Context: an optimization exercise on an open-source flow, tuned for small area. The choices shown serve that exercise and are no tape-out recipe. Function was checked by simulation only, so behaviour that the tests miss may differ from the original. Power is estimated from default activity; no workload was simulated.

--- design/flow/design.v ---
module bms_aoi222 (
    input  wire [2:0] a,
    input  wire [2:0] b,
    output wire       y
);
    assign y = ~|(a & b);
endmodule
module bms_module (
    input  wire        clk,
    input  wire        rst,           
    input  wire        line_in,       
    output reg         line_out,      
    output reg         line_oe,
    input  wire [15:0] meas0,
    input  wire [15:0] meas1,
    input  wire [15:0] meas2,
    input  wire [15:0] meas3,
    input  wire [15:0] meas4,
    input  wire [31:0] ver_sw,
    input  wire [15:0] ver_hw,
    input  wire [31:0] ver_sn,
    output wire [7:0]  my_addr,
    output reg         cmd_valid,
    output wire [7:0]  cmd_addr,
    output wire [2:0]  cmd_op,
    output wire [10:0] cmd_arg,
    output wire        cmd_bcast
);
    localparam BCAST      = 8'hAA;
    localparam OP_GETDATA = 3'd0;
    localparam OP_SETADDR = 3'd1;
    localparam OP_SHUNTON = 3'd2;
    localparam OP_VERSION = 3'd3;
    localparam OP_RESV    = 3'd4;
    localparam OP_ADDRMODE= 3'd5;
    localparam T_GET  = 2'd0;
    localparam T_VER  = 2'd1;
    localparam T_FWD  = 2'd2;
    localparam T_NONE = 2'd3;        
    reg        pol;
    reg        line_prev;
    wire       lvl = (line_in == pol);
    reg        rx_on;                 
    reg        tx_busy;
    reg  [3:0] clk_cnt;               
    reg  [3:0] bitc;                  
    reg        pend;                  
    wire clk_run  = rx_on | tx_busy;
    wire tick     = clk_run && (clk_cnt == 4'd15);
    wire rx_tick  = tick && !tx_busy;
    wire tx_tick  = tick && tx_busy;
    wire b_start = (bitc == 4'd15);
    wire b_stop  = (bitc == 4'd8);
    wire b_data  = !bitc[3];
    reg [10:0] dw0, dw1;
    reg  [3:0] sy;
    reg        pa;
    reg        er0, er1;
    reg        nz;
    reg  [2:0] rx_count;
    reg        rx_len4;
    reg        frame_complete;
    function is_data_pos(input [3:0] p);
        is_data_pos = (p != 4'd0) && (p != 4'd1) && (p != 4'd2) && (p != 4'd4) && (p != 4'd8);
    endfunction
    wire       cnt4   = rx_count[2];
    wire [3:0] cpos   = {rx_count[0], bitc[2:0]} + 4'd1;      
    wire       rx_dat = rx_tick && b_data && !cnt4;
    wire       up0    = rx_dat && !rx_count[1];
    wire       up1    = rx_dat &&  rx_count[1];
    wire       is_brk = rx_tick && b_stop && !nz && !lvl;
    wire       w_end  = rx_tick && b_stop && !is_brk && rx_count[0];    
    wire       clr    = rst || is_brk || w_end;
    wire       w_err  = (sy == 4'd0) ? pa : ~pa;
    wire [3:0] sadd   = lvl ? cpos : 4'd0;
    wire       rot    = rx_on && b_stop && rx_count[0] && is_data_pos(clk_cnt);
    wire       rot0   = rot && !rx_count[1];
    wire       rot1   = rot &&  rx_count[1];
    always @(posedge clk) begin
        if (clr) begin
            sy <= 4'd0;
            pa <= 1'b0;
        end else if (rx_dat) begin
            sy <= sy ^ sadd;
            pa <= pa ^ lvl;
        end
        if (w_end && !rx_count[1]) er0 <= w_err;
        if (w_end &&  rx_count[1]) er1 <= w_err;
    end
    always @(posedge clk) begin
        if (up0 && is_data_pos(cpos)) dw0 <= {dw0[9:0], lvl};
        if (up1 && is_data_pos(cpos)) dw1 <= {dw1[9:0], lvl};
        if (rot0) dw0 <= {dw0[9:0], dw0[10] ^ (sy == clk_cnt)};
        if (rot1) dw1 <= {dw1[9:0], dw1[10] ^ (sy == clk_cnt)};
    end
    reg  [5:0]  addr;
    assign my_addr = {2'b00, addr};
    wire [10:0] d0   = dw0;
    wire [10:0] d1   = dw1;
    wire        err0 = er0;
    wire        err1 = er1;
    wire [7:0]  c_addr = d0[10:3];
    wire [2:0]  c_op   = d0[2:0];
    wire        c_wide = (c_op == OP_SETADDR) || (c_op == OP_SHUNTON);
    wire [10:0] c_arg  = c_wide ? d1 : 11'd0;
    wire recv_cond = !pend && !tx_busy && !rx_tick && (rx_count >= 3'd2) &&
                     (rx_len4 || frame_complete);
    wire need_more = !err0 && c_wide && !cnt4;
    wire dec_ok    = !err0 && (!c_wide || (cnt4 && !err1));
    wire c_bcast   = (c_addr == BCAST);
    wire c_match   = (c_op != OP_RESV) && (c_bcast || (c_addr != 8'd0 && c_addr == my_addr));
    wire deliver   = recv_cond && dec_ok && c_match;
    wire claim     = (addr == 6'd0) && (d1[10:6] == 5'd0) && (d1[5:0] != 6'd0);
    assign cmd_addr  = c_addr;
    assign cmd_op    = c_op;
    assign cmd_arg   = c_arg;
    assign cmd_bcast = c_bcast;
    reg  [1:0]  rtype;
    reg  [3:0]  tx_byte;
    reg  [15:0] crc;
    function [15:0] ham_enc(input [10:0] d);
        reg p1, p2, p4, p8, q;
        begin
            p1 = d[10] ^ d[9] ^ d[7] ^ d[6] ^ d[4] ^ d[2] ^ d[0];
            p2 = d[10] ^ d[8] ^ d[7] ^ d[5] ^ d[4] ^ d[1] ^ d[0];
            p4 = d[9]  ^ d[8] ^ d[7] ^ d[3] ^ d[2] ^ d[1] ^ d[0];
            p8 = d[6]  ^ d[5] ^ d[4] ^ d[3] ^ d[2] ^ d[1] ^ d[0];
            q  = p1 ^ p2 ^ p4 ^ p8 ^ (^d);
            ham_enc = {q, d[0], d[1], d[2], d[3], d[4], d[5], d[6], p8,
                       d[7], d[8], d[9], p4, d[10], p2, p1};
        end
    endfunction
    localparam [15:0] FWD_W0 = 16'h45A4;    
    wire [15:0] fwd_w1 = ham_enc({5'd0, addr} + 11'd1);
    wire is_get = (rtype == T_GET);
    wire is_ver = (rtype == T_VER);
    wire is_fwd = (rtype == T_FWD);
    wire [2:0]  bidx = clk_cnt[3] ? bitc[2:0] : ~clk_cnt[2:0];
    wire [3:0]  bsel = {tx_byte[0], bidx};
    wire [15:0] bs;
    genvar gi;
    generate
        for (gi = 0; gi < 16; gi = gi + 1) begin : g_bs
            assign bs[gi] = (bsel == gi);
        end
    endgenerate
    wire [15:0] fw [0:10];
    assign fw[0]  = meas0;
    assign fw[1]  = meas1;
    assign fw[2]  = meas2;
    assign fw[3]  = meas3;
    assign fw[4]  = meas4;
    assign fw[5]  = ver_sw[15:0];
    assign fw[6]  = ver_sw[31:16];
    assign fw[7]  = ver_hw;
    assign fw[8]  = ver_sn[15:0];
    assign fw[9]  = ver_sn[31:16];
    assign fw[10] = crc;
    wire [12:0] wb;
    genvar gw, gj;
    generate
        for (gw = 0; gw < 11; gw = gw + 1) begin : g_w
            wire [4:0] n;
            for (gj = 0; gj < 5; gj = gj + 1) begin : g_a
                bms_aoi222 u_ao (.a(fw[gw][3*gj +: 3]), .b(bs[3*gj +: 3]), .y(n[gj]));
            end
            assign wb[gw] = ~&n | (fw[gw][15] & bs[15]);
        end
    endgenerate
    wire [3:0] fn;
    bms_aoi222 u_ao_f0 (.a({fwd_w1[3], fwd_w1[1:0]}),  .b({bs[3], bs[1:0]}),  .y(fn[0]));
    bms_aoi222 u_ao_f1 (.a(fwd_w1[9:7]),               .b(bs[9:7]),           .y(fn[1]));
    bms_aoi222 u_ao_f2 (.a(fwd_w1[12:10]),             .b(bs[12:10]),         .y(fn[2]));
    bms_aoi222 u_ao_f3 (.a(fwd_w1[15:13]),             .b(bs[15:13]),         .y(fn[3]));
    assign wb[11] = ~&fn;
    wire [1:0] an;
    bms_aoi222 u_ao_a0 (.a(addr[2:0]), .b(bs[10:8]),  .y(an[0]));
    bms_aoi222 u_ao_a1 (.a(addr[5:3]), .b(bs[13:11]), .y(an[1]));
    assign wb[12] = ~&an;
    wire fb0 = |(FWD_W0 & bs);
    wire [2:0] wsel = tx_byte[3:1];
    wire [12:0] ws;
    assign ws[0]  = (wsel == 3'd1) && is_get;
    assign ws[1]  = (wsel == 3'd2) && is_get;
    assign ws[2]  = (wsel == 3'd3) && is_get;
    assign ws[3]  = (wsel == 3'd4) && is_get;
    assign ws[4]  = (wsel == 3'd5) && is_get;
    assign ws[5]  = (wsel == 3'd1) && is_ver;
    assign ws[6]  = (wsel == 3'd2) && is_ver;
    assign ws[7]  = (wsel == 3'd3) && is_ver;
    assign ws[8]  = (wsel == 3'd4) && is_ver;
    assign ws[9]  = (wsel == 3'd5) && is_ver;
    assign ws[10] = (wsel == 3'd6) && !is_fwd;
    assign ws[11] = (wsel == 3'd6) && is_fwd;
    assign ws[12] = (wsel == 3'd0);
    wire [3:0] wn;
    generate
        for (gj = 0; gj < 4; gj = gj + 1) begin : g_ws
            bms_aoi222 u_ao (.a(wb[3*gj +: 3]), .b(ws[3*gj +: 3]), .y(wn[gj]));
        end
    endgenerate
    wire cbit = ~&wn | (wb[12] & ws[12]) | (fb0 && (wsel == 3'd5) && is_fwd);
    wire       tx_bitval = b_start ? 1'b0 : b_stop ? 1'b1 : cbit;
    wire crc_tx  = tx_busy && (bitc == 4'd0) && !clk_cnt[3] && !(tx_byte[3] && tx_byte[2]);
    wire ready   = crc[12] && crc[5] && !crc[8];
    wire load    = cmd_valid && (rtype != T_NONE);
    wire crc_fb  = crc[15] ^ (cbit & tx_busy);
    wire send_now = pend && ready && !tx_busy && !rx_on;
    wire edge_evt = line_prev && !lvl && !rx_on && !tx_busy && !send_now;
    always @(posedge clk) begin
        if (rst) begin
            pol            <= line_in;
            line_prev      <= 1'b1;
            rx_on          <= 1'b0;
            tx_busy        <= 1'b0;
            pend           <= 1'b0;
            rx_count       <= 3'd0;
            rx_len4        <= 1'b0;
            frame_complete <= 1'b0;
            line_oe        <= 1'b0;
            addr           <= 6'd0;
            cmd_valid      <= 1'b0;
        end else begin
            line_prev <= lvl;
            cmd_valid <= 1'b0;
            if (load)
                pend <= 1'b1;
            if (edge_evt) begin
                rx_on   <= 1'b1;
                clk_cnt <= 4'd8;
                bitc    <= 4'd15;
            end else if (send_now) begin
                tx_busy <= 1'b1;
                pend    <= 1'b0;
                clk_cnt <= 4'd0;
                bitc    <= 4'd15;
                tx_byte <= is_get ? 4'd1 : is_ver ? 4'd2 : 4'd10;
            end else begin
                clk_cnt <= clk_cnt + 4'd1;
                if (tick)
                    bitc <= b_stop ? 4'd15 : bitc + 4'd1;
            end
            if (rx_tick) begin
                if (b_start) begin
                    nz <= 1'b0;
                end else if (b_data) begin
                    nz <= nz | lvl;
                end else begin
                    if (!nz && !lvl) begin
                        rx_count       <= 3'd0;
                        frame_complete <= 1'b0;
                    end else if (!cnt4) begin
                        rx_count <= rx_count + 3'd1;
                        if (rx_count[0] && (rx_count[1] == rx_len4))
                            frame_complete <= 1'b1;
                    end
                    rx_on <= 1'b0;
                end
            end
            if (tx_tick) begin
                if (tx_byte != 4'd14) begin
                    line_oe  <= 1'b1;
                    line_out <= tx_bitval ? pol : ~pol;
                    if (b_stop) tx_byte <= tx_byte + 4'd1;
                end else if (b_start) begin
                    line_oe  <= 1'b1;
                    line_out <= pol;
                end else begin
                    line_oe  <= 1'b0;
                    tx_busy  <= 1'b0;
                end
            end
            if (send_now)
                crc <= 16'd0;
            else if (load)
                crc <= is_get ? 16'h0040 : is_ver ? 16'h0080 : 16'hC4CC;
            else if (crc_tx || (pend && !ready))
                crc <= {crc[14:0], 1'b0} ^ (crc_fb ? 16'h1021 : 16'h0000);
            if (recv_cond) begin
                frame_complete <= 1'b0;
                rx_len4        <= need_more;
                if (deliver) begin
                    cmd_valid <= 1'b1;
                    rtype     <= T_NONE;
                    case (c_op)
                        OP_GETDATA: rtype <= T_GET;
                        OP_VERSION: rtype <= T_VER;
                        OP_SETADDR: begin
                            if (claim) begin
                                addr  <= d1[5:0];
                                rtype <= T_FWD;
                            end
                        end
                        OP_ADDRMODE: addr <= 6'd0;
                        default: ;
                    endcase
                end
            end
        end
    end
endmodule
--- design/flow/flow/run.sh ---
#!/bin/bash
# The standard layout (standard synthesis, ORFS steps), with every port
# buffered by the smallest buffer instead of the default pick, the
# synthesized gates taken down to their smallest drive strength after
# floorplan (later repair steps upsize where needed), and a clock tree
# without dummy loads.
set -euo pipefail
export BUFFER_PORTS_ARGS="-buffer_cell sky130_fd_sc_hd__buf_1"
export POST_FLOORPLAN_TCL="$PWD/flow/downsize.tcl"
export CTS_ARGS="-sink_clustering_enable -repair_clock_nets -buf_list sky130_fd_sc_hd__clkbuf_8 -dont_use_dummy_load"
bash standard.sh > standard_flow.log 2>&1
--- design/flow/flow/downsize.tcl ---
# Swap each combinational cell for the smallest cell of the same family
# (same name but the drive-strength suffix), e.g. nor4_2 -> nor4_1.
# Flip-flops are left alone; later repair steps upsize where needed.
set ds_count 0
set ds_saved 0.0
foreach inst [get_cells *] {
  set m [get_property $inst ref_name]
  if {![regexp {^(sky130_fd_sc_hd__[a-z0-9]+)_([0-9]+)$} $m -> base drv]} { continue }
  if {[regexp {^sky130_fd_sc_hd__(s?e?dfx|dfr|dfs|dfb|edf|sdf|sedf|dl|tap|fill|decap|conb|diode|clk)} $base]} { continue }
  set best $m
  set best_area [get_property [get_lib_cells */$m] area]
  foreach d {0 1 2} {
    set cand ${base}_$d
    set lc [get_lib_cells -quiet */$cand]
    if {$lc == ""} { continue }
    if {[get_property $lc dont_use]} { continue }
    set a [get_property $lc area]
    if {$a < $best_area} { set best $cand; set best_area $a }
  }
  if {$best != $m} {
    set old_area [get_property [get_lib_cells */$m] area]
    replace_cell $inst [get_lib_cells */$best]
    incr ds_count
    set ds_saved [expr {$ds_saved + $old_area - $best_area}]
  }
}
puts "downsize: $ds_count cells, [format %.1f $ds_saved] um2"
--- design/flow/standard.sh ---
#!/bin/bash
# synth_recipe.tcl (not shown) runs the flow's synth.tcl, then flattens the netlist and writes it again
# the make line also repeats each setting of config.mk as NAME=value (left out here)
make -C /OpenROAD-flow-scripts/flow DESIGN_CONFIG=/design/flow/config.mk WORK_HOME=/design/flow/orfs CLKGATE_MAP_FILE= SYNTH_SCRIPT=/design/flow/synth_recipe.tcl "${@:-finish}"
--- design/flow/config.mk ---
export PLATFORM = sky130hd
export DESIGN_NAME = bms_module
export DESIGN_NICKNAME = bms_module
export VERILOG_FILES = /design/flow/design.v
export SDC_FILE = /design/flow/constraint.sdc
export NUM_CORES = 4
export LEC_CHECK = 0
export CAP_MARGIN = 20
export CORE_MARGIN = 2
export CORE_UTILIZATION = 75
export PLACE_DENSITY = 0.9
export SLEW_MARGIN = 20
export SYNTH_HIERARCHICAL = 1
--- design/flow/constraint.sdc ---
create_clock -name core_clock -period 10.0 [get_ports {clk}]
set_input_delay 2.0000 -clock core_clock [delete_from_list [all_inputs] [get_ports {clk}]]
set_output_delay 2.0000 -clock core_clock [all_outputs]
set_load 0.01 [all_outputs]
==> flow_metrics.py, run 1 <==
metrics = {
    "job": {
        "maxCapViolCount": 0,
    },
    "clocking": {
        "post-cts-setup-buffers": 0,
        "htree_levels": 3,
        "clkTransAtPathRegs_ps": 60,
        "hold_buffers": 0,
        "clk_latency_ps": 360,
        "cts.sinks": 79,
        "cts_tree": "done",
        "ctsResizeCount": 0,
        "clock-root-buffer": "clkbuf_8",
        "cts_buffer_depth": 2,
        "numCtsBuffers": 9,
    },
    "floorplan": {
        "io-pin-count": 197,
        "die_y_um": 89.0,
        "initial_utilization_pct": 78.5,
        "rows": 30,
        "die_width_um": 89.0,
        "core_sq_um": 6910,
        "dieArea_sq_um": 7930,
    },
    "power": {
        "leakage_uw": 0.00209,
        "vdd_ir_drop_max_uv": 112,
        "power.density_nw_per_um2": 119,
        "p_total_uw": 747,
    },
    "worst_setup_path": {
        "worst_setup_path_end_kind": "flop",
        "cp_slowest_stage_delay_ps": 670,
        "critical_path_class": "reg2reg",
        "required_ps": 10080,
        "reg2regPathDepth": 16,
        "arrival_ps": 4830,
        "critPathSlowestCell": "dfxtp_1",
        "crit_path_cell_trace": "inv_1 > ha_1 > xnor2_1 > xnor2_1 > xnor2_1 > xnor2_1 > xnor3_1 > a222oi_1 > nand4_1 > a222oi_1 > nand4_1 > nor2_1 > nand2_1 > mux2i_1 > o21a_1 > nor3_1",
        "crit_path_start_kind": "flop",
        "critPathMostFrequentCell": "xnor2_1",
        "worstPathMaxFanout": 14,
    },
    "grt": {
        "track_usage_pct": 62.9,
        "grt_max_degree": 23,
        "grt_pass1_wl_mm": 36.1,
        "antenna_found_initial": 2,
        "grt_pass1_vias": 6628,
        "overflow": 0,
    },
    "place": {
        "gp_congestion": 1.14,
        "place_area_sq_um": 6160,
        "dp_hpwl_mm": 15.5,
        "io_buffers": 194,
        "pre_cts_ws_ps": 5430,
    },
    "sta": {
        "setup_viol": 0,
        "rsz0062_at_grt": "no",
        "min_period_ps": 4740,
        "finalSetupTns_ps": 0,
        "final_hold_viol_count": 0,
        "clock-skew-final_ps": 30.8,
        "max_slew_margin_pct": 30.3,
        "fin_crit_sh_pct": 47.4,
        "fin_ws_ps": 5260,
        "fmax_mhz": 211,
        "slew_viol_final": 0,
        "tightest_slew_ps": 1040,
    },
    "cells_and_area": {
        "post-route-cell-area_sq_um": 6290,
        "utilization_pct": 91.1,
        "finalNetCount": 938,
        "area_delta_synth_final_pct": 16.1,
        "final_layout_size_suffix_gt1_share_pct": 3.81,
        "fillCellCount": 279,
    },
    "route": {
        "vias": 6892,
        "vias_per_cell": 8.03,
        "drt_wl_total_mm": 23.4,
        "ant_nets": 0,
        "drt_iter0_markers": 2123,
        "drc_errors": 0,
        "wl_per_cell_um": 27.3,
        "drtPass1Iterations": 17,
    },
    "yosys": {
        "avgSynthCellArea_sq_um": 9.40,
        "synth_edf_count": 57,
        "syn_inst": 577,
        "yosysUniqueCellTypes": 61,
        "synth_ff_type": "edfxtp_1",
        "yosys_warnings": 7,
        "synthesis.area_sq_um": 5420,
        "async_flop_share_pct": 0,
        "ys_seq_area_share_pct": 39.7,
        "ys_seq_elements": 79,
    },
    "hold_path": {
        "worstHoldPathCells": 0,
        "hold_path.class": "reg2reg",
    },
    "run_status": {
        "status": "timing/DRC/antenna clean",
    },
}
sequential cells by signal, indices dropped and copies added (netlist names), 2 cells and up:
register / cells
dw1: 11
rtype: 2
bitc: 4
dw0: 11
addr: 6
rx_count: 3
crc: 16
tx_byte: 4
sy: 4
clk_cnt: 4
critical path: cells and delay by family (launching register included):
family	cells	cell delay, ps
xor gates and xnor gates	5	1170
AOI/OAI and AO/OA	3	870
and+or+nand+nor	5	820
DFF	1	670
adders and majority gates	1	430
muxes	1	310
buffers and inverters	1	220
synthesized netlist by cell type, types with 3 or more instances:
cell,n,area share (%)
a211oi_1,3,0.42
a21oi_1,18,1.7
a222oi_1,65,12
a31oi_1,6,0.69
and2_1,22,2.5
and3_1,17,2.0
buf_2,6,0.55
buf_4,4,0.55
clkbuf_1,19,1.3
dfxtp_1,22,8.1
edfxtp_1,57,32
ha_1,12,2.8
inv_1,19,1.3
mux2i_1,11,2.0
nand2_1,54,3.7
nand2b_1,5,0.58
nand3_1,14,1.3
nand4_1,14,1.6
nor2_1,57,3.9
nor2b_1,5,0.58
nor3_1,25,2.3
nor3b_1,4,0.55
nor4_1,10,1.2
o21a_1,10,1.4
o21ai_0,15,1.4
or3_1,4,0.46
xnor2_1,23,3.7
xor2_1,15,2.4
per-layer routing:
layer / part of all wire, % / GRT usage, % / vias to the layer above
li1: - / - / 2639
met1: 29 / 65.8 / 2981
met2: 43 / 88.3 / 940
met3: 18 / 42.3 / 332
met4: 10 / 46.3 / 0
met5: 0 / 14.3 / -
per-module statistics from Yosys, one instance, submodules excluded:
module,area [sq um],flops+latches,cells,times used
bms_module,4770,79,512,1
bms_aoi222,10.0,0,1,65
power by group:
group	leakage (uW)	switching, uW	internal, uW
registers	0.000698	18.4	357
clock network	0.0000647	108	80.6
logic	0.00133	113	69.6
per-stage QoR:
stage | cells | hold WS (ps)
5_1_grt | 858 | 539
3_3_place_gp | 847 | 461
2_1_floorplan | 578 | 442
6_report | 858 | 533
3_5_place_dp | 848 | 498
4_1_cts | 857 | 523
worst paths after layout:
path	start	end	slack (ps)
setup / recovery	addr[0]$_SDFFE_PP0P_	crc[12]$_SDFFCE_PN0P_	5260
hold / removal	dw1[0]$_DFFE_PP_	dw1[1]$_DFFE_PP_	530
setup reg to reg	addr[0]$_SDFFE_PP0P_	crc[12]$_SDFFCE_PN0P_	5260
hold reg to reg	dw1[0]$_DFFE_PP_	dw1[1]$_DFFE_PP_	530
cells by family after synthesis:
family | Yosys count | share of synthesized area (%)
buffers and inverters | 51 | 4.25
AOI/OAI and AO/OA | 140 | 21.4
DFF | 79 | 39.7
muxes | 12 | 2.24
adders and majority gates | 12 | 2.77
other | 1 | 0.0692
xor gates and xnor gates | 39 | 6.55
and+or+nand+nor | 243 | 23.0
area by class of cell:
cell class / instances / area (sq um) / area share [%]
timing repair buffer: 206 / 818 / 13.0
inverter: 19 / 71.3 / 1.13
clock buffer: 9 / 124 / 1.97
tap: 96 / 120 / 1.91
antenna: 1 / 2.50 / 0.0398
multi-input combinational: 448 / 3010 / 47.8
sequential: 79 / 2150 / 34.2
layout by cell type, fill, tap and decap left out, types with 18 or more instances in the layout:
cell	count
and2_1	22
a21oi_1	18
buf_1	194
edfxtp_1	57
and3_1	18
nor2_1	53
a222oi_1	65
nand2_1	54
inv_1	19
nor3_1	25
dfxtp_1	22
xnor2_1	23
==> run 2: changes to the inputs <==
--- a/design/flow/config.mk
+++ b/design/flow/config.mk
@@ -8,6 +8,6 @@
 export CAP_MARGIN = 20
 export CORE_MARGIN = 2
-export CORE_UTILIZATION = 75
-export PLACE_DENSITY = 0.9
+export CORE_UTILIZATION = 60
+export PLACE_DENSITY = 0.8
 export SLEW_MARGIN = 20
 export SYNTH_HIERARCHICAL = 1
==> run 2 against run 1 <==
Against the previous run:
- combinational power is about 10% lower
- via count is 15% lower
- still clean
- cell count is 1.3% higher
- worst setup slack better by 190 ps
- die area is 24% higher
- maximum frequency is 4.2% higher
- highest routed layer unchanged
- clock skew is 10 ps lower
==> flow_metrics.py, run 2 <==
metrics = {
    "place": {
        "dp_hpwl_mm": 13.7,
        "gp_congestion": 0.909,
        "io_buffers": 194,
        "dp.cells": 859,
    },
    "sta": {
        "slew_viol_final": 0,
        "min_period_ps": 4550,
        "setup_viol": 0,
        "fin_crit_sh_pct": 45.5,
        "clock-skew-final_ps": 20.6,
        "tightest_slew_ps": 1140,
        "finalSetupTns_ps": 0,
        "rsz0062_at_grt": "no",
        "fmax_mhz": 220,
        "holdWs_ps": 487,
        "max_slew_margin_pct": 23.7,
        "final_hold_viol_count": 0,
    },
    "clocking": {
        "ctsResizeCount": 0,
        "clkTransAtPathRegs_ps": 80,
        "post-cts-setup-buffers": 0,
        "cts_buffer_depth": 2,
        "hold_buffers": 0,
        "cts_tree": "done",
        "numCtsBuffers": 9,
        "htree_levels": 3,
        "clk_latency_ps": 350,
        "clock-root-buffer": "clkbuf_8",
        "cts.sinks": 79,
    },
    "power": {
        "vdd_ir_drop_max_uv": 112,
        "p_seq_share_pct": 52.3,
        "internal-power_uw": 507,
        "swShare_pct": 29.4,
        "p_comb_share_pct": 22.8,
        "leakage_uw": 0.00209,
        "p_clk_share_pct": 24.9,
        "power.density_nw_per_um2": 114,
        "p_sw_uw": 210,
    },
    "cells_and_area": {
        "final_common_cell": "buf_1",
        "final_cells": 869,
        "area_delta_synth_final_pct": 16.2,
        "final_layout_size_suffix_gt1_share_pct": 3.42,
        "top_register": "crc",
        "antenna_cells": 0,
        "layout_common_cells": "buf_1 (194), a222oi_1 (65), edfxtp_1 (57)",
        "reg_top3": "crc: 16 flops, dw0: 11 flops, dw1: 11 flops",
        "fillCellCount": 694,
        "finalNetCount": 938,
        "largest_reg_flops": 16,
    },
    "worst_setup_path": {
        "required_ps": 10080,
        "cp_num_buf_inv": 1,
        "arrival_ps": 4630,
        "crit_path_cell_trace": "inv_1 > ha_1 > xnor2_1 > xnor2_1 > xnor2_1 > xnor2_1 > xnor3_1 > a222oi_1 > nand4_1 > a222oi_1 > nand4_1 > nor2_1 > nand2_1 > mux2i_1 > o21a_1 > nor3_1",
        "worstPathMaxFanout": 14,
        "cp_slowest_stage_delay_ps": 660,
        "crit_path_start_kind": "flop",
        "worst_setup_path_end_kind": "flop",
        "critPathMostFrequentCell": "xnor2_1",
        "crit_family": "XOR/XNOR gates",
        "critPathSlowestCell": "dfxtp_1",
        "critical_path_class": "reg2reg",
    },
    "grt": {
        "track_usage_pct": 35.0,
        "grt_max_degree": 23,
        "grt_pass1_wl_mm": 27.4,
        "overflow": 0,
        "grt_pass1_vias": 5603,
        "antenna_found_initial": 0,
    },
    "route": {
        "wl_per_cell_um": 20.5,
        "drt_iter0_markers": 809,
        "drt_wl_total_mm": 17.9,
        "vias_per_cell": 6.76,
        "drc_errors": 0,
        "drtPass1Iterations": 10,
        "ant_nets": 0,
        "vias": 5875,
    },
    "yosys": {
        "netlist_top_cells_area": "edfxtp_1 (32%), a222oi_1 (12%), dfxtp_1 (8.1%), nor2_1 (3.9%), nand2_1 (3.7%)",
        "synthesis.area_sq_um": 5420,
        "synth_top_cell_by_area": "edfxtp_1",
        "yosys_warnings": 7,
        "async_flop_share_pct": 0,
        "synth.top_cell.area_share_pct": 31.6,
        "avgSynthCellArea_sq_um": 9.40,
        "yosysUniqueCellTypes": 61,
        "ys_seq_elements": 79,
        "synth_ff_type": "edfxtp_1",
        "syn_inst": 577,
        "synth_edf_count": 57,
        "ys_seq_area_share_pct": 39.7,
        "ys_top_cells_by_count": "a222oi_1 (65), edfxtp_1 (57), nor2_1 (57)",
        "yosysMostFrequentCell": "a222oi_1",
    },
    "floorplan": {
        "dieArea_sq_um": 9810,
        "io-pin-count": 197,
        "core_sq_um": 8760,
        "die_width_um": 99.1,
        "initial_utilization_pct": 61.9,
        "rows": 34,
        "die_y_um": 99.1,
    },
    "job": {
        "maxCapViolCount": 0,
    },
    "hold_path": {
        "hold_path.class": "reg2reg",
    },
    "run_status": {
        "status": "timing/DRC/antenna clean",
    },
}
## run 2: changes by cell type in the layout (fill, tap and decap cells not counted), sizes merged
cell,previous run,this run
diode,1,0
## run 2: cell type report
class                           count  area, sq um  share of cell area [%]
Clock buffer                        9          124                    1.97
Inverter                           19         71.3                    1.13
Tap cell                          108          135                    2.15
Sequential cell                    79         2150                    34.2
Multi-Input combinational cell    448         3000                    47.6
Timing Repair Buffer              206          818                    13.0
## run 2: per-module statistics from Yosys, one instance, submodules excluded
module | cell area (sq um) | cells
bms_aoi222 | 10.0 | 1
bms_module | 4770 | 512
## run 2: per-stage QoR
| stage | util [%] | total power, uW | cell area (sq um) | setup slack, ps |
|---|---|---|---|---|
| 3_3_place_gp | 70.3 | 536 | 6160 | 5600 |
| 3_5_place_dp | 70.3 | 539 | 6160 | 5560 |
| 5_1_grt | 71.9 | 744 | 6300 | 5150 |
| 4_1_cts | 71.8 | 712 | 6290 | 5530 |
| 6_report | 71.9 | 717 | 6300 | 5450 |
| 2_1_floorplan | - | 478 | 5430 | 6030 |
## run 2: path summary, 6_finish.rpt
kind	slack (ps)	end	start	cells past startpoint
hold / removal	490	dw1[10]$_DFFE_PP_	dw1[9]$_DFFE_PP_	0
setup / recovery	5450	crc[12]$_SDFFCE_PN0P_	addr[0]$_SDFFE_PP0P_	16
hold reg to reg	490	dw1[10]$_DFFE_PP_	dw1[9]$_DFFE_PP_	0
setup reg to reg	5450	crc[12]$_SDFFCE_PN0P_	addr[0]$_SDFFE_PP0P_	16
## run 2: cells by family after synthesis
group / Yosys count / share of synthesized area (%)
AO/OA/AOI/OAI: 140 / 21.4
XOR/XNOR: 39 / 6.55
adder cells (fa/ha/maj): 12 / 2.77
buffers and inverters: 51 / 4.25
flip-flops: 79 / 39.7
multiplexers: 12 / 2.24
other: 1 / 0.0692
AND/OR/NAND/NOR: 243 / 23.0
## run 2: metal layers
layer	global-route usage, %	routed length (um)	up-vias
met2	58.2	8620	425
met5	0	0	-
met4	14.8	531	0
li1	-	-	2632
met1	43.5	6710	2755
met3	8.65	1990	63
## run 2: power by group through the flow
stage	registers, uW	clock network, uW	logic, uW
CTS	374	179	159
detailed placement	381	0	158
floorplan	370	0	108
global route	376	189	179
global placement	380	0	156
finish	375	179	164
## run 2: worst register-to-register path, cell delays in order (launching register included)
cell and delay [ps]:
dfxtp_1 660, inv_1 180, ha_1 390, xnor2_1 230
xnor2_1 160, xnor2_1 120, xnor2_1 280, xnor3_1 380
a222oi_1 320, nand4_1 200, a222oi_1 340, nand4_1 170
nor2_1 220, nand2_1 70, mux2i_1 310, o21a_1 190
nor3_1 40
==> run 3: changes to the inputs <==
==> design/flow/flow/run.sh (replaced) <==
#!/bin/bash
# The standard layout (standard synthesis, ORFS steps), with every port
# buffered by the smallest buffer instead of the default pick, the
# synthesized gates taken down to their smallest drive strength and the
# synthesis buffers removed after floorplan (later repair steps upsize or
# buffer where needed), and a clock tree without dummy loads.
set -euo pipefail
export BUFFER_PORTS_ARGS="-buffer_cell sky130_fd_sc_hd__buf_1"
export POST_FLOORPLAN_TCL="$PWD/flow/downsize.tcl"
export CTS_ARGS="-sink_clustering_enable -repair_clock_nets -buf_list sky130_fd_sc_hd__clkbuf_8 -dont_use_dummy_load"
bash standard.sh > standard_flow.log 2>&1
--- a/design/flow/flow/downsize.tcl
+++ b/design/flow/flow/downsize.tcl
@@ -26,2 +26,5 @@
 }
 puts "downsize: $ds_count cells, [format %.1f $ds_saved] um2"
+# The synthesis buffers go now too (timing-driven placement, which would
+# remove them, is off).
+remove_buffers
--- a/design/flow/config.mk
+++ b/design/flow/config.mk
@@ -9,4 +9,5 @@
 export CORE_MARGIN = 2
 export CORE_UTILIZATION = 60
+export GPL_TIMING_DRIVEN = 0
 export PLACE_DENSITY = 0.8
 export SLEW_MARGIN = 20
==> run 3 against run 2 <==
Against the previous run:
- critical path depth stayed put
- flip-flop and latch count stayed put
- utilization is 0.21 points lower
- worst setup slack worse by 45 ps
- clock skew is 14 ps higher
- largest cell class unchanged
- largest power group unchanged
==> flow_metrics.py, run 3 <==
metrics = {
    "clocking": {
        "clkTransAtPathRegs_ps": 70,
        "hold_buffers": 0,
        "cts_tree": "done",
        "cts_buffer_depth": 2,
        "numCtsBuffers": 9,
        "post-cts-setup-buffers": 0,
        "htree_levels": 3,
        "ctsResizeCount": 0,
        "cts.sinks": 79,
        "clock-root-buffer": "clkbuf_8",
        "clk_latency_ps": 360,
    },
    "grt": {
        "track_usage_pct": 33.6,
        "grt_pass1_vias": 5364,
        "grt_pass1_wl_mm": 26.4,
        "grt_max_degree": 23,
        "overflow": 0,
        "antenna_found_initial": 0,
    },
    "cells_and_area": {
        "area_delta_synth_final_pct": 15.8,
        "reg_top3": "crc: 16 flops, dw0: 11 flops, dw1: 11 flops",
        "top_register": "crc",
        "antenna_cells": 0,
        "final_layout_size_suffix_gt1_share_pct": 3.45,
        "finalNetCount": 930,
        "post-route-cell-area_sq_um": 6280,
        "utilization_pct": 71.7,
        "final_common_cell": "buf_1",
        "largest_reg_flops": 16,
        "layout_common_cells": "buf_1 (194), a222oi_1 (65), nor2_1 (57), edfxtp_1 (57), nand2_1 (54)",
        "final_cells": 861,
    },
    "sta": {
        "final_hold_viol_count": 0,
        "clock-skew-final_ps": 34.7,
        "min_period_ps": 4600,
        "max_slew_margin_pct": 20.0,
        "fin_crit_sh_pct": 46.0,
        "tightest_slew_ps": 1200,
        "fmax_mhz": 218,
        "setup_viol": 0,
        "fin_ws_ps": 5400,
        "slew_viol_final": 0,
        "rsz0062_at_grt": "no",
        "finalSetupTns_ps": 0,
    },
    "yosys": {
        "synth.top_cell.area_share_pct": 31.6,
        "yosys_warnings": 7,
        "syn_inst": 577,
        "ys_seq_area_share_pct": 39.7,
        "yosysMostFrequentCell": "a222oi_1",
        "avgSynthCellArea_sq_um": 9.40,
        "synth_edf_count": 57,
        "synth_top_cell_by_area": "edfxtp_1",
        "netlist_top_cells_area": "edfxtp_1 (32%), a222oi_1 (12%), dfxtp_1 (8.1%), nor2_1 (3.9%), nand2_1 (3.7%)",
        "yosysUniqueCellTypes": 61,
        "async_flop_share_pct": 0,
        "ys_seq_elements": 79,
        "synth_ff_type": "edfxtp_1",
        "ys_top_cells_by_count": "a222oi_1 (65), edfxtp_1 (57), nor2_1 (57)",
        "synthesis.area_sq_um": 5420,
    },
    "worst_setup_path": {
        "worst_setup_path_end_kind": "flop",
        "required_ps": 10080,
        "r2r_slack_ps": 5400,
        "worstPathMaxFanout": 14,
        "crit_path_start_kind": "flop",
        "arrival_ps": 4680,
        "r2r-start": "addr[0]$_SDFFE_PP0P_",
        "reg2regPathDepth": 16,
        "worstReg2RegEnd": "crc[5]$_SDFFCE_PN0P_",
        "critical_path_class": "reg2reg",
    },
    "place": {
        "pre_cts_ws_ps": 5510,
        "dp.cells": 852,
        "place_area_sq_um": 6160,
        "io_buffers": 194,
        "dp_hpwl_mm": 12.8,
        "gp_congestion": 0.934,
    },
    "hold_path": {
        "holdPathEnd": "line_oe$_SDFFE_PP0P_",
        "hold_path.class": "reg2reg",
        "worstHoldPathCells": 1,
        "hp-start": "line_oe$_SDFFE_PP0P_",
    },
    "floorplan": {
        "rows": 34,
        "die_y_um": 99.1,
        "die_width_um": 99.1,
        "initial_utilization_pct": 61.9,
        "io-pin-count": 197,
        "core_sq_um": 8760,
        "dieArea_sq_um": 9810,
    },
    "power": {
        "vdd_ir_drop_max_uv": 106,
        "power.density_nw_per_um2": 115,
        "leakage_uw": 0.00206,
    },
    "route": {
        "wl_per_cell_um": 19.8,
        "drt_wl_total_mm": 17.1,
        "ant_nets": 0,
        "drtPass1Iterations": 9,
        "vias": 5747,
        "drt_iter0_markers": 713,
        "vias_per_cell": 6.67,
        "drc_errors": 0,
    },
    "job": {
        "maxCapViolCount": 0,
    },
    "run_status": {
        "status": "timing/DRC/antenna clean",
    },
}
run 3: cell counts after synthesis:
Identical to the previous run, type by type.
run 3: where the power goes:
group / total [uW] / internal, uW / switching (uW) / leakage, uW
registers: 374 / 358 / 16.6 / 0.000698
logic: 165 / 66.7 / 98.1 / 0.00130
clock network: 181 / 80.4 / 101 / 0.0000647
total: 720 / 505 / 216 / 0.00206
run 3: how the worst max path moves through the flow:
stage / start / to / slack (ps) / depth (start not counted)
global placement: ver_sw[25] / crc[12]$_SDFFCE_PN0P_ / 5600 / 11
CTS: addr[0]$_SDFFE_PP0P_ / crc[5]$_SDFFCE_PN0P_ / 5480 / 16
finish: addr[0]$_SDFFE_PP0P_ / crc[5]$_SDFFCE_PN0P_ / 5400 / 16
global route: addr[0]$_SDFFE_PP0P_ / crc[5]$_SDFFCE_PN0P_ / 5010 / 16
floorplan: meas0[9] / crc[12]$_SDFFCE_PN0P_ / 6030 / 10
detailed placement: addr[0]$_SDFFE_PP0P_ / crc[5]$_SDFFCE_PN0P_ / 5510 / 16
run 3: through the flow:
stage	hold WS (ps)	total power (uW)
CTS	471	717
global placement	447	531
finish	473	720
detailed placement	456	540
global route	495	746
floorplan	442	478
run 3: logic make-up (layout without fill, tap and decap cells):
group / count (synthesis) / count (layout) / synth area share (%)
buffers and inverters: 51 / 226 / 4.25
DFF: 79 / 79 / 39.7
and+or+nand+nor: 243 / 243 / 23.0
xor gates and xnor gates: 39 / 39 / 6.55
adders and majority gates: 12 / 12 / 2.77
muxes: 12 / 12 / 2.24
other: 1 / 2 / 0.0692
AOI/OAI and AO/OA: 140 / 140 / 21.4
run 3: per-layer routing:
metal / global-route usage [%] / share of wire, %
met5: 0 / 0
met4: 15.5 / 3.9
met3: 5.39 / 9.6
met2: 57.7 / 49
met1: 41.6 / 38
run 3: final cells by class:
cell class                      instances  area (sq um)
Sequential cell                        79          2150
Clock buffer                            9           124
Fill cell                             702          2480
Tap cell                              108           135
Timing Repair Buffer                  198           758
Multi-Input combinational cell        448          3040
Inverter                               19          71.3
run 3: per-module statistics from Yosys (local to each module, per instance):
module	flip-flops and latches	cell area (sq um)
bms_aoi222	0	10.0
bms_module	79	4770
run 3: critical path: stages (launching register included):
cell and delay, ps:
dfxtp_1 640, inv_1 180, ha_1 390, xnor2_1 210, xnor2_1 160, xnor2_1 140
xnor2_1 310, xnor3_1 380, a222oi_1 310, nand4_1 230, a222oi_1 380, nand4_1 170
nor2_1 210, nand2_1 70, mux2i_1 330, o21a_1 190, nor3_1 40
==> run 4: changes to the inputs <==
--- a/design/flow/config.mk
+++ b/design/flow/config.mk
@@ -6,9 +6,9 @@
 export NUM_CORES = 4
 export LEC_CHECK = 0
-export CAP_MARGIN = 20
+export CAP_MARGIN = 10
 export CORE_MARGIN = 2
 export CORE_UTILIZATION = 60
 export GPL_TIMING_DRIVEN = 0
 export PLACE_DENSITY = 0.8
-export SLEW_MARGIN = 20
+export SLEW_MARGIN = 10
 export SYNTH_HIERARCHICAL = 1
==> run 4 against run 3 <==
Against the previous run:
- clock-buffer cell count did not move
- area after synthesis did not move
- critical path depth did not move
- sequential power barely moved
- total power rose by 0.53%
- first-iteration DRC count rose by 6.7%
==> flow_metrics.py, run 4 <==
metrics = {
    "clocking": {
        "hold_buffers": 0,
        "ctsResizeCount": 0,
        "clock-root-buffer": "clkbuf_8",
        "cts_buffer_depth": 2,
        "cts.sinks": 79,
        "htree_levels": 3,
        "numCtsBuffers": 9,
        "cts_tree": "done",
        "post-cts-setup-buffers": 0,
        "clk_latency_ps": 360,
        "clkTransAtPathRegs_ps": 70,
    },
    "route": {
        "drc_errors": 0,
        "vias": 5798,
        "wl_per_cell_um": 20.1,
        "ant_nets": 0,
        "drt_iter0_markers": 761,
        "drt_wl_total_mm": 17.2,
        "vias_per_cell": 6.75,
        "drtPass1Iterations": 9,
    },
    "yosys": {
        "synth.top_cell.area_share_pct": 31.6,
        "async_flop_share_pct": 0,
        "syn_inst": 577,
        "yosysUniqueCellTypes": 61,
        "ys_seq_area_share_pct": 39.7,
        "synth_ff_type": "edfxtp_1",
        "ys_top_cells_by_count": "a222oi_1 (65), edfxtp_1 (57), nor2_1 (57)",
        "yosysMostFrequentCell": "a222oi_1",
        "yosys_warnings": 7,
        "synthesis.area_sq_um": 5420,
        "ys_seq_elements": 79,
        "synth_top_cell_by_area": "edfxtp_1",
        "netlist_top_cells_area": "edfxtp_1 (32%), a222oi_1 (12%), dfxtp_1 (8.1%), nor2_1 (3.9%), nand2_1 (3.7%)",
        "avgSynthCellArea_sq_um": 9.40,
        "synth_edf_count": 57,
    },
    "floorplan": {
        "core_sq_um": 8760,
        "dieArea_sq_um": 9810,
        "die_width_um": 99.1,
        "die_y_um": 99.1,
        "initial_utilization_pct": 61.9,
        "rows": 34,
        "io-pin-count": 197,
    },
    "power": {
        "p_sw_uw": 220,
        "vdd_ir_drop_max_uv": 91.0,
        "p_total_uw": 724,
        "swShare_pct": 30.4,
        "p_comb_share_pct": 22.5,
        "p_seq_share_pct": 51.7,
        "power.density_nw_per_um2": 116,
        "p_clk_share_pct": 25.7,
        "internal-power_uw": 504,
        "leakage_uw": 0.00205,
    },
    "sta": {
        "max_slew_margin_pct": 26.5,
        "slew_viol_final": 0,
        "clock-skew-final_ps": 27.8,
        "rsz0062_at_grt": "no",
        "fin_crit_sh_pct": 47.0,
        "finalSetupTns_ps": 0,
        "fmax_mhz": 213,
        "final_hold_viol_count": 0,
        "setup_viol": 0,
        "min_period_ps": 4700,
        "tightest_slew_ps": 1100,
        "holdWs_ps": 472,
    },
    "worst_setup_path": {
        "cp_slowest_stage_delay_ps": 660,
        "critPathSlowestCell": "dfxtp_1",
        "crit_path_start_kind": "flop",
        "required_ps": 10090,
        "r2r_slack_ps": 5300,
        "critical_path_class": "reg2reg",
        "r2r-start": "addr[0]$_SDFFE_PP0P_",
        "critPathMostFrequentCell": "xnor2_1",
        "worstSetupEndpoint": "crc[5]$_SDFFCE_PN0P_",
        "worst_setup_path_end_kind": "flop",
        "worstReg2RegEnd": "crc[5]$_SDFFCE_PN0P_",
        "arrival_ps": 4780,
        "crit_path_start": "addr[0]$_SDFFE_PP0P_",
        "worstPathMaxFanout": 14,
        "crit_path_cell_trace": "inv_1 > ha_1 > xnor2_1 > xnor2_1 > xnor2_1 > xnor2_1 > xnor3_1 > a222oi_1 > nand4_1 > a222oi_1 > nand4_1 > nor2_1 > nand2_1 > mux2i_1 > o21a_1 > nor3_1",
        "reg2regPathDepth": 16,
    },
    "cells_and_area": {
        "seqCellArea_sq_um": 2150,
        "layout_common_cells": "buf_1 (194), a222oi_1 (65), nor2_1 (57), edfxtp_1 (57), nand2_1 (54)",
        "final_cells": 859,
        "largest_reg_flops": 16,
        "antenna_cells": 0,
        "fillCellCount": 708,
        "finalNetCount": 928,
        "multi_input_area_sq_um": 3040,
        "final_layout_size_suffix_gt1_share_pct": 3.20,
        "final_common_cell": "buf_1",
        "reg_top3": "crc: 16 flops, dw0: 11 flops, dw1: 11 flops",
        "area_delta_synth_final_pct": 15.5,
        "top_register": "crc",
    },
    "grt": {
        "antenna_found_initial": 0,
        "grt_pass1_vias": 5449,
        "grt_pass1_wl_mm": 26.8,
        "overflow": 0,
        "grt_max_degree": 23,
        "track_usage_pct": 33.9,
    },
    "place": {
        "gp_congestion": 0.934,
        "io_buffers": 194,
        "dp.cells": 850,
        "dp_hpwl_mm": 12.8,
    },
    "hold_path": {
        "hp-start": "line_oe$_SDFFE_PP0P_",
        "worstHoldPathCells": 1,
        "hold_path.class": "reg2reg",
    },
    "job": {
        "maxCapViolCount": 0,
    },
    "run_status": {
        "status": "timing/DRC/antenna clean",
    },
}
==> run 4: cell count changes in the layout (fill, tap and decap cells not counted), sizes merged <==
cell / previous run / this run
buf: 198 / 196
==> run 4: worst min-delay path by stage <==
stage	end	slack (ps)
floorplan	dw1[10]$_DFFE_PP_	440
global placement	line_oe$_SDFFE_PP0P_	450
detailed placement	line_oe$_SDFFE_PP0P_	460
CTS	line_oe$_SDFFE_PP0P_	470
global route	dw1[10]$_DFFE_PP_	490
finish	line_oe$_SDFFE_PP0P_	470
==> run 4: cells by family after synthesis <==
group / after synthesis / share of synthesized area, %
adder cells (fa/ha/maj): 12 / 2.77
other: 1 / 0.0692
AO/OA/AOI/OAI: 140 / 21.4
AND/OR/NAND/NOR: 243 / 23.0
multiplexers: 12 / 2.24
XOR/XNOR: 39 / 6.55
flip-flops: 79 / 39.7
buffers and inverters: 51 / 4.25
==> run 4: layout make-up <==
| type | instances | share of cell area (%) |
|---|---|---|
| Multi-Input combinational cell | 448 | 48.5 |
| Sequential cell | 79 | 34.4 |
| Tap cell | 108 | 2.16 |
| Timing Repair Buffer | 196 | 11.9 |
| Clock buffer | 9 | 1.98 |
| Inverter | 19 | 1.14 |
==> run 4: power by group through the flow <==
| stage | combinational, uW | sequential [uW] | clock (uW) |
|---|---|---|---|
| global route | 177 | 376 | 198 |
| finish | 163 | 375 | 186 |
| CTS | 159 | 374 | 184 |
| global placement | 151 | 380 | 0 |
| detailed placement | 158 | 381 | 0 |
| floorplan | 108 | 370 | 0 |
==> run 4: layer usage <==
metal  global-route usage [%]  part of all wire (%)  wire, um
met5                        0                     0         0
met4                     14.9                   3.4       578
met3                     6.81                    10      1790
met2                     57.0                    49      8410
met1                     42.5                    37      6460
==> run 4: critical path: cells and delay by family, from the launching register on <==
| kind | cells | cell delay, ps |
|---|---|---|
| fa+ha+maj | 1 | 390 |
| buf+inv | 1 | 170 |
| xor+xnor | 5 | 1210 |
| mux | 1 | 330 |
| flops | 1 | 660 |
| simple gates | 5 | 740 |
| compound gates | 3 | 900 |
==> run 4: Yosys stat by module, one instance, submodules excluded <==
module      flip-flops and latches  cell area (sq um)  cells  copies in the design
bms_aoi222                       0               10.0      1                    65
bms_module                      79               4770    512                     1
==> run 4: through the flow <==
stage / cell area (sq um) / util (%) / setup WS (ps)
2_1_floorplan: 5430 / - / 6030
3_3_place_gp: 6080 / 69.4 / 5600
3_5_place_dp: 6140 / 70.0 / 5450
4_1_cts: 6260 / 71.4 / 5400
5_1_grt: 6260 / 71.5 / 4990
6_report: 6260 / 71.5 / 5300
==> run 5: changes to the inputs <==
--- a/design/flow/design.v
+++ b/design/flow/design.v
@@ -203,7 +203,7 @@
     wire       tx_bitval = b_start ? 1'b0 : b_stop ? 1'b1 : cbit;
     wire crc_tx  = tx_busy && (bitc == 4'd0) && !clk_cnt[3] && !(tx_byte[3] && tx_byte[2]);
-    wire ready   = crc[12] && crc[5] && !crc[8];
+    wire ready   = is_fwd ? (crc[12] && crc[5] && !crc[8]) : (crc == 16'd0);
     wire load    = cmd_valid && (rtype != T_NONE);
-    wire crc_fb  = crc[15] ^ (cbit & tx_busy);
+    wire crc_fb  = tx_busy ? (crc[15] ^ cbit) : (crc[15] & is_fwd);
     wire send_now = pend && ready && !tx_busy && !rx_on;
     wire edge_evt = line_prev && !lvl && !rx_on && !tx_busy && !send_now;
@@ -271,7 +271,5 @@
                 end
             end
-            if (send_now)
-                crc <= 16'd0;
-            else if (load)
+            if (load)
                 crc <= is_get ? 16'h0040 : is_ver ? 16'h0080 : 16'hC4CC;
             else if (crc_tx || (pend && !ready))
==> run 5 against run 4 <==
Against the previous run:
- still clean on timing, DRC and antenna
- hold slack improved by 8.6 ps
- non-clock buffer count is 8 higher
- clock power barely moved
- flip-flop and latch count did not move
- via count is 1.1% higher
- worst setup slack got worse by 110 ps
- first-iteration DRC count shrank 0.26%
- largest cell class unchanged
- highest routed layer unchanged
==> flow_metrics.py, run 5 <==
metrics = {
    "sta": {
        "fin_crit_sh_pct": 48.1,
        "clock-skew-final_ps": 30.9,
        "final_hold_viol_count": 0,
        "slew_viol_final": 0,
        "tightest_slew_ps": 1380,
        "fin_ws_ps": 5190,
        "finalSetupTns_ps": 0,
        "setup_viol": 0,
        "min_period_ps": 4810,
        "rsz0062_at_grt": "no",
        "fmax_mhz": 208,
        "max_slew_margin_pct": 7.66,
    },
    "grt": {
        "overflow": 0,
        "antenna_found_initial": 0,
        "grt_max_degree": 21,
        "grt_pass1_wl_mm": 29.7,
        "track_usage_pct": 39.4,
        "grt_pass1_vias": 5624,
    },
    "yosys": {
        "yosys_warnings": 7,
        "synth_top_cell_by_area": "edfxtp_1",
        "yosysUniqueCellTypes": 63,
        "netlist_top_cells_area": "edfxtp_1 (32%), a222oi_1 (12%), dfxtp_1 (8.2%), nor2_1 (5.0%), xnor2_1 (3.9%)",
        "synth_edf_count": 57,
        "async_flop_share_pct": 0,
        "yosysMostFrequentCell": "nor2_1",
        "ys_seq_elements": 79,
        "synthesis.area_sq_um": 5370,
        "synth_ff_type": "edfxtp_1",
        "synth.top_cell.area_share_pct": 31.9,
        "ys_top_cells_by_count": "nor2_1 (72), a222oi_1 (65), edfxtp_1 (57)",
        "avgSynthCellArea_sq_um": 9.45,
        "syn_inst": 568,
        "ys_seq_area_share_pct": 40.1,
    },
    "route": {
        "vias_per_cell": 6.77,
        "drt_iter0_markers": 759,
        "drc_errors": 0,
        "ant_nets": 0,
        "vias": 5861,
        "drtPass1Iterations": 10,
        "wl_per_cell_um": 22.5,
        "drt_wl_total_mm": 19.5,
    },
    "floorplan": {
        "rows": 34,
        "die_width_um": 98.6,
        "dieArea_sq_um": 9720,
        "die_y_um": 98.6,
        "initial_utilization_pct": 61.9,
        "io-pin-count": 197,
        "core_sq_um": 8680,
    },
    "power": {
        "leakage_uw": 0.00212,
        "power.density_nw_per_um2": 115,
        "vdd_ir_drop_max_uv": 103,
        "p_total_uw": 728,
    },
    "clocking": {
        "hold_buffers": 0,
        "post-cts-setup-buffers": 0,
        "numCtsBuffers": 9,
        "ctsResizeCount": 0,
        "clk_latency_ps": 360,
        "clock-root-buffer": "clkbuf_8",
        "clkTransAtPathRegs_ps": 90,
        "cts.sinks": 79,
        "htree_levels": 3,
        "cts_buffer_depth": 2,
        "cts_tree": "done",
    },
    "worst_setup_path": {
        "crit_path_start_kind": "flop",
        "worstPathMaxFanout": 14,
        "worst_setup_path_end_kind": "flop",
        "cp_slowest_stage_delay_ps": 630,
        "critical_path_class": "reg2reg",
        "arrival_ps": 4870,
        "critPathSlowestCell": "a222oi_1",
        "required_ps": 10060,
        "crit_path_cell_trace": "nor2b_1 > or2_2 > nand2_1 > nor2_1 > a222oi_1 > and3_1 > nand4_1 > a222oi_1 > nand4_1 > nor2_1 > nand4b_1 > o221ai_1 > o21ai_0 > nor3b_1",
    },
    "place": {
        "place_area_sq_um": 6200,
        "pre_cts_ws_ps": 5020,
        "gp_congestion": 1.02,
        "io_buffers": 194,
        "dp_hpwl_mm": 14.9,
    },
    "cells_and_area": {
        "post-route-cell-area_sq_um": 6330,
        "layout_common_cells": "buf_1 (194), nor2_1 (71), a222oi_1 (65)",
        "antenna_cells": 0,
        "final_common_cell": "buf_1",
        "area_delta_synth_final_pct": 17.9,
        "finalNetCount": 935,
        "largest_reg_flops": 16,
        "reg_top3": "crc: 16 flops, dw0: 11 flops, dw1: 11 flops",
        "top_register": "crc",
        "final_layout_size_suffix_gt1_share_pct": 5.01,
    },
    "run_status": {
        "status": "timing/DRC/antenna clean",
    },
    "job": {
        "maxCapViolCount": 0,
    },
    "hold_path": {
        "hold_path.class": "reg2reg",
    },
}
[run 5: changes by cell type after synthesis, sizes merged, moves of 5 or more]
cell	before	now
nand2	54	48
nor2b	5	16
nor2	57	72
o21a	10	1
clkbuf	20	15
o21ai	15	8
a31oi	6	1
[run 5: final cells by class]
type,instances,area [sq um]
fill,686,2350
timing repair buffer,204,826
tap,108,135
sequential,79,2150
inverter,19,71.3
clock buffer,9,124
multi-input combinational,447,3020
[run 5: logic make-up (layout without fill, tap and decap cells)]
family / after synthesis / count (layout) / synth area share, %
simple gates: 267 / 267 / 25.5
compound gates: 113 / 113 / 19.0
flops: 79 / 79 / 40.1
buf+inv: 43 / 232 / 3.73
xor+xnor: 42 / 42 / 6.85
fa+ha+maj: 12 / 12 / 2.80
mux: 11 / 11 / 2.05
other cells: 1 / 2 / 0.0699
[run 5: path summary, 6_finish.rpt]
| path | end | depth (start not counted) | start | slack (ps) |
|---|---|---|---|---|
| worst max register to register | crc[12]$_SDFFCE_PP0P_ | 14 | clk_cnt[3]$_SDFFCE_PP1N_ | 5190 |
| worst max-delay path | crc[12]$_SDFFCE_PP0P_ | 14 | clk_cnt[3]$_SDFFCE_PP1N_ | 5190 |
| worst min-delay path | dw1[7]$_DFFE_PP_ | 0 | dw1[6]$_DFFE_PP_ | 480 |
| worst min register to register | dw1[7]$_DFFE_PP_ | 0 | dw1[6]$_DFFE_PP_ | 480 |
[run 5: report_power, final]
part | total (uW) | internal [uW] | leakage [uW] | switching, uW
Sequential | 371 | 357 | 0.000697 | 14.0
Clock | 185 | 80.6 | 0.0000647 | 105
Combinational | 172 | 68.7 | 0.00136 | 103
Total | 728 | 506 | 0.00212 | 221
[run 5: per-module statistics from Yosys (local to each module, per instance)]
module,flip-flops and latches,cells inside
bms_module,79,503
bms_aoi222,0,1
[run 5: metal layers]
layer,vias up,global-route usage (%),routed length (um)
met2,438,64.3,9330
met1,2746,49.1,6970
met5,-,0,0
met4,0,21.4,939
li1,2600,-,-
met3,77,8.23,2260
[run 5: worst max-delay path: cells and delay by family (launching register included)]
kind | cells | cell delay [ps]
and+or+nand+nor | 10 | 2360
DFF | 1 | 600
AOI/OAI and AO/OA | 4 | 1560
[run 5: metrics by stage]
step	hold slack (ps)	utilization [%]	instances
finish	481	72.9	866
global route	486	72.9	866
CTS	481	72.9	866
detailed placement	469	71.5	857
global placement	473	69.7	847
floorplan	442	-	569
==> run 6: changes to the inputs <==
--- a/design/flow/config.mk
+++ b/design/flow/config.mk
@@ -6,9 +6,9 @@
 export NUM_CORES = 4
 export LEC_CHECK = 0
-export CAP_MARGIN = 10
+export CAP_MARGIN = 20
 export CORE_MARGIN = 2
 export CORE_UTILIZATION = 60
 export GPL_TIMING_DRIVEN = 0
 export PLACE_DENSITY = 0.8
-export SLEW_MARGIN = 10
+export SLEW_MARGIN = 20
 export SYNTH_HIERARCHICAL = 1
==> run 6 against run 5 <==
Against the previous run:
- hold slack better by 17 ps
- sequential power about the same
- critical path depth up 1
- wire length down 0.35%
- flip-flop and latch count unchanged
- clock power about the same
- global-route usage down 0.37 points
- total power about the same
- clock-buffer cell count unchanged
- via count down 0.24%
- largest power group unchanged
==> flow_metrics.py, run 6 <==
metrics = {
    "route": {
        "drtPass1Iterations": 9,
        "wl_per_cell_um": 22.4,
        "wl_met2_mm": 9.07,
        "vias": 5847,
        "vias_per_cell": 6.73,
        "dr.max_layer_used": "met4",
        "drt_wl_total_mm": 19.4,
        "met3_length_mm": 2.29,
        "ant_nets": 0,
        "drc_errors": 0,
        "wl_met1_mm": 6.93,
        "drt_iter0_markers": 787,
    },
    "yosys": {
        "synth_edf_count": 57,
        "netlist_top_cells_area": "edfxtp_1 (32%), a222oi_1 (12%), dfxtp_1 (8.2%), nor2_1 (5.0%), xnor2_1 (3.9%)",
        "synthesis.area_sq_um": 5370,
        "synth_top_cell_by_area": "edfxtp_1",
        "async_flop_share_pct": 0,
        "yosysUniqueCellTypes": 63,
        "synth_ff_type": "edfxtp_1",
        "ys_seq_area_share_pct": 40.1,
        "synth.top_cell.area_share_pct": 31.9,
        "avgSynthCellArea_sq_um": 9.45,
        "yosys_warnings": 7,
        "ys_seq_elements": 79,
        "ys_top_cells_by_count": "nor2_1 (72), a222oi_1 (65), edfxtp_1 (57)",
        "yosysMostFrequentCell": "nor2_1",
        "syn_inst": 568,
    },
    "hold_path": {
        "hold_path.class": "reg2reg",
        "worstHoldPathCells": 0,
        "hp-start": "dw1[6]$_DFFE_PP_",
    },
    "sta": {
        "final_hold_viol_count": 0,
        "rsz0062_at_grt": "no",
        "max_slew_margin_pct": 20.2,
        "fin_ws_ps": 5150,
        "fmax_mhz": 206,
        "min_period_ps": 4850,
        "finalSetupTns_ps": 0,
        "tightest_slew_ps": 1190,
        "clock-skew-final_ps": 24.6,
        "fin_crit_sh_pct": 48.5,
        "setup_viol": 0,
        "slew_viol_final": 0,
    },
    "cells_and_area": {
        "largest_reg_flops": 16,
        "final_layout_size_suffix_gt1_share_pct": 5.65,
        "area_delta_synth_final_pct": 18.3,
        "fillCellCount": 668,
        "utilization_pct": 73.2,
        "finalNetCount": 938,
        "reg_top3": "crc: 16 flops, dw0: 11 flops, dw1: 11 flops",
        "top_register": "crc",
        "final_common_cell": "buf_1",
        "layout_common_cells": "buf_1 (194), nor2_1 (69), a222oi_1 (65)",
        "post-route-cell-area_sq_um": 6350,
        "antenna_cells": 0,
    },
    "grt": {
        "antenna_found_initial": 0,
        "grt_pass1_vias": 5635,
        "overflow": 0,
        "grt_max_degree": 21,
        "grt_pass1_wl_mm": 29.3,
        "track_usage_pct": 39.0,
    },
    "floorplan": {
        "die_width_um": 98.6,
        "die_y_um": 98.6,
        "dieArea_sq_um": 9720,
        "io-pin-count": 197,
        "initial_utilization_pct": 61.9,
        "core_sq_um": 8680,
        "rows": 34,
    },
    "worst_setup_path": {
        "crit_path_cell_trace": "nor2b_1 > or2_2 > nand2_1 > nor3_2 > buf_6 > a222oi_1 > and3_1 > nand4_1 > a222oi_1 > nand4_1 > nor2_1 > nand4b_1 > o221ai_1 > o21ai_0 > nor3b_1",
        "r2r_slack_ps": 5150,
        "critical_path_class": "reg2reg",
        "r2r-start": "clk_cnt[3]$_SDFFCE_PP1N_",
        "cp_slowest_stage_delay_ps": 600,
        "required_ps": 10050,
        "worstPathMaxFanout": 14,
        "worst_setup_path_end_kind": "flop",
        "reg2regPathDepth": 15,
        "arrival_ps": 4910,
        "crit_path_start_kind": "flop",
        "crit_path_start": "clk_cnt[3]$_SDFFCE_PP1N_",
        "critPathSlowestCell": "edfxtp_1",
    },
    "clocking": {
        "clk_latency_ps": 350,
        "ctsResizeCount": 0,
        "cts.sinks": 79,
        "cts_buffer_depth": 2,
        "numCtsBuffers": 9,
        "hold_buffers": 0,
        "cts_tree": "done",
        "post-cts-setup-buffers": 0,
        "htree_levels": 3,
        "clkTransAtPathRegs_ps": 80,
        "clock-root-buffer": "clkbuf_8",
    },
    "power": {
        "p_clk_share_pct": 25.2,
        "p_seq_share_pct": 51.0,
        "vdd_ir_drop_max_uv": 89.5,
        "power.density_nw_per_um2": 114,
        "p_total_uw": 727,
        "leakage_uw": 0.00214,
        "internal-power_uw": 507,
        "p_sw_uw": 220,
        "p_comb_share_pct": 23.8,
        "swShare_pct": 30.3,
    },
    "place": {
        "pre_cts_ws_ps": 5020,
        "dp_hpwl_mm": 15.1,
        "place_area_sq_um": 6230,
        "gp_congestion": 1.02,
        "io_buffers": 194,
    },
    "job": {
        "maxCapViolCount": 0,
    },
    "run_status": {
        "status": "timing/DRC/antenna clean",
    },
}
[run 6: layer usage]
metal | track usage (%) | vias up
met1 | 47.4 | 2721
li1 | - | 2606
met4 | 21.6 | 0
met5 | 0 | -
met2 | 64.3 | 430
met3 | 8.94 | 90
[run 6: modules after synthesis, one instance, submodules excluded]
module | cell area, sq um | copies in the design | flops+latches | cells inside
bms_aoi222 | 10.0 | 65 | 0 | 1
bms_module | 4720 | 1 | 79 | 503
[run 6: area by class of cell]
type | count | area [sq um] | share of cell area, %
clock buffers | 9 | 124 | 1.95
multi-input cells | 447 | 3030 | 47.6
well taps | 108 | 135 | 2.13
inverters | 19 | 71.3 | 1.12
repair buffers | 207 | 845 | 13.3
flip-flops and latches | 79 | 2150 | 33.9
[run 6: kinds of logic (layout without fill, tap and decap cells)]
logic type,count (synthesis),after routing,share of synthesized area [%]
flip-flops,79,79,40.1
adder cells (fa/ha/maj),12,12,2.80
XOR/XNOR,42,42,6.85
multiplexers,11,11,2.05
AND/OR/NAND/NOR,267,267,25.5
buffers and inverters,43,235,3.73
AO/OA/AOI/OAI,113,113,19.0
other,1,2,0.0699
[run 6: power groups by stage]
stage	Clock [uW]	Combinational (uW)	Sequential, uW
4_1_cts	183	169	371
3_5_place_dp	0	167	378
2_1_floorplan	0	104	369
6_report	183	173	371
5_1_grt	194	185	372
3_3_place_gp	0	153	376
[run 6: critical path: cells and delay by family, from the launching register on]
kind	cells	cell delay (ps)
AOI/OAI and AO/OA	4	1480
buffers and inverters	1	220
and+or+nand+nor	10	2260
DFF	1	600
[run 6: final timing paths]
check	endpoint
max	crc[5]$_SDFFCE_PP0P_
min	dw1[7]$_DFFE_PP_
max reg2reg	crc[5]$_SDFFCE_PP0P_
min reg2reg	dw1[7]$_DFFE_PP_
[run 6: through the flow]
stage                     hold slack (ps)  cells
after floorplan                       442    569
final                                 498    869
after global routing                  518    869
after CTS                             498    869
after detailed placement              474    860
after global placement                473    847

[static timing again, ports no longer ideal]
The results above use ideal ports. As a check the final layouts listed here were re-extracted and re-timed, cells and wires unchanged. Step 1 sets driving cells, clkbuf_16 on the clock port and buf_2 on the other inputs (assumed; they add their load-dependent delay and slew). Step 2, shift: input delay + t, output delay - t, t = (earliest + latest rising clock arrival at the registers) / 2. This alone moves slack from input paths to output paths. Three values: no drivers, after step 1, after step 2; two values: the first two.
run | shift t [ns] | slack for setup (ns) | hold slack, ns | worst register clock-pin slew, ns
run 1 | 0.382 | 5.255 / 5.255 / 5.214 | 0.533 / 0.533 / 0.533 | 0.09 / 0.09
run 2 | 0.369 | 5.448 / 5.448 / 5.431 | 0.487 / 0.487 / 0.487 | 0.08 / 0.08
run 3 | 0.367 | 5.404 / 5.404 / 5.404 | 0.473 / 0.473 / 0.473 | 0.09 / 0.09
run 4 | 0.379 | 5.304 / 5.304 / 5.304 | 0.472 / 0.472 / 0.472 | 0.09 / 0.09
run 5 | 0.376 | 5.194 / 5.194 / 4.935 | 0.481 / 0.481 / 0.481 | 0.09 / 0.09
run 6 | 0.376 | 5.146 / 5.146 / 4.907 | 0.498 / 0.498 / 0.498 | 0.08 / 0.08
After both steps every run listed still meets setup and hold. For run 5, which loses most, drivers alone change the setup slack by 0.000 ns; drivers and shift together by -0.259 ns.
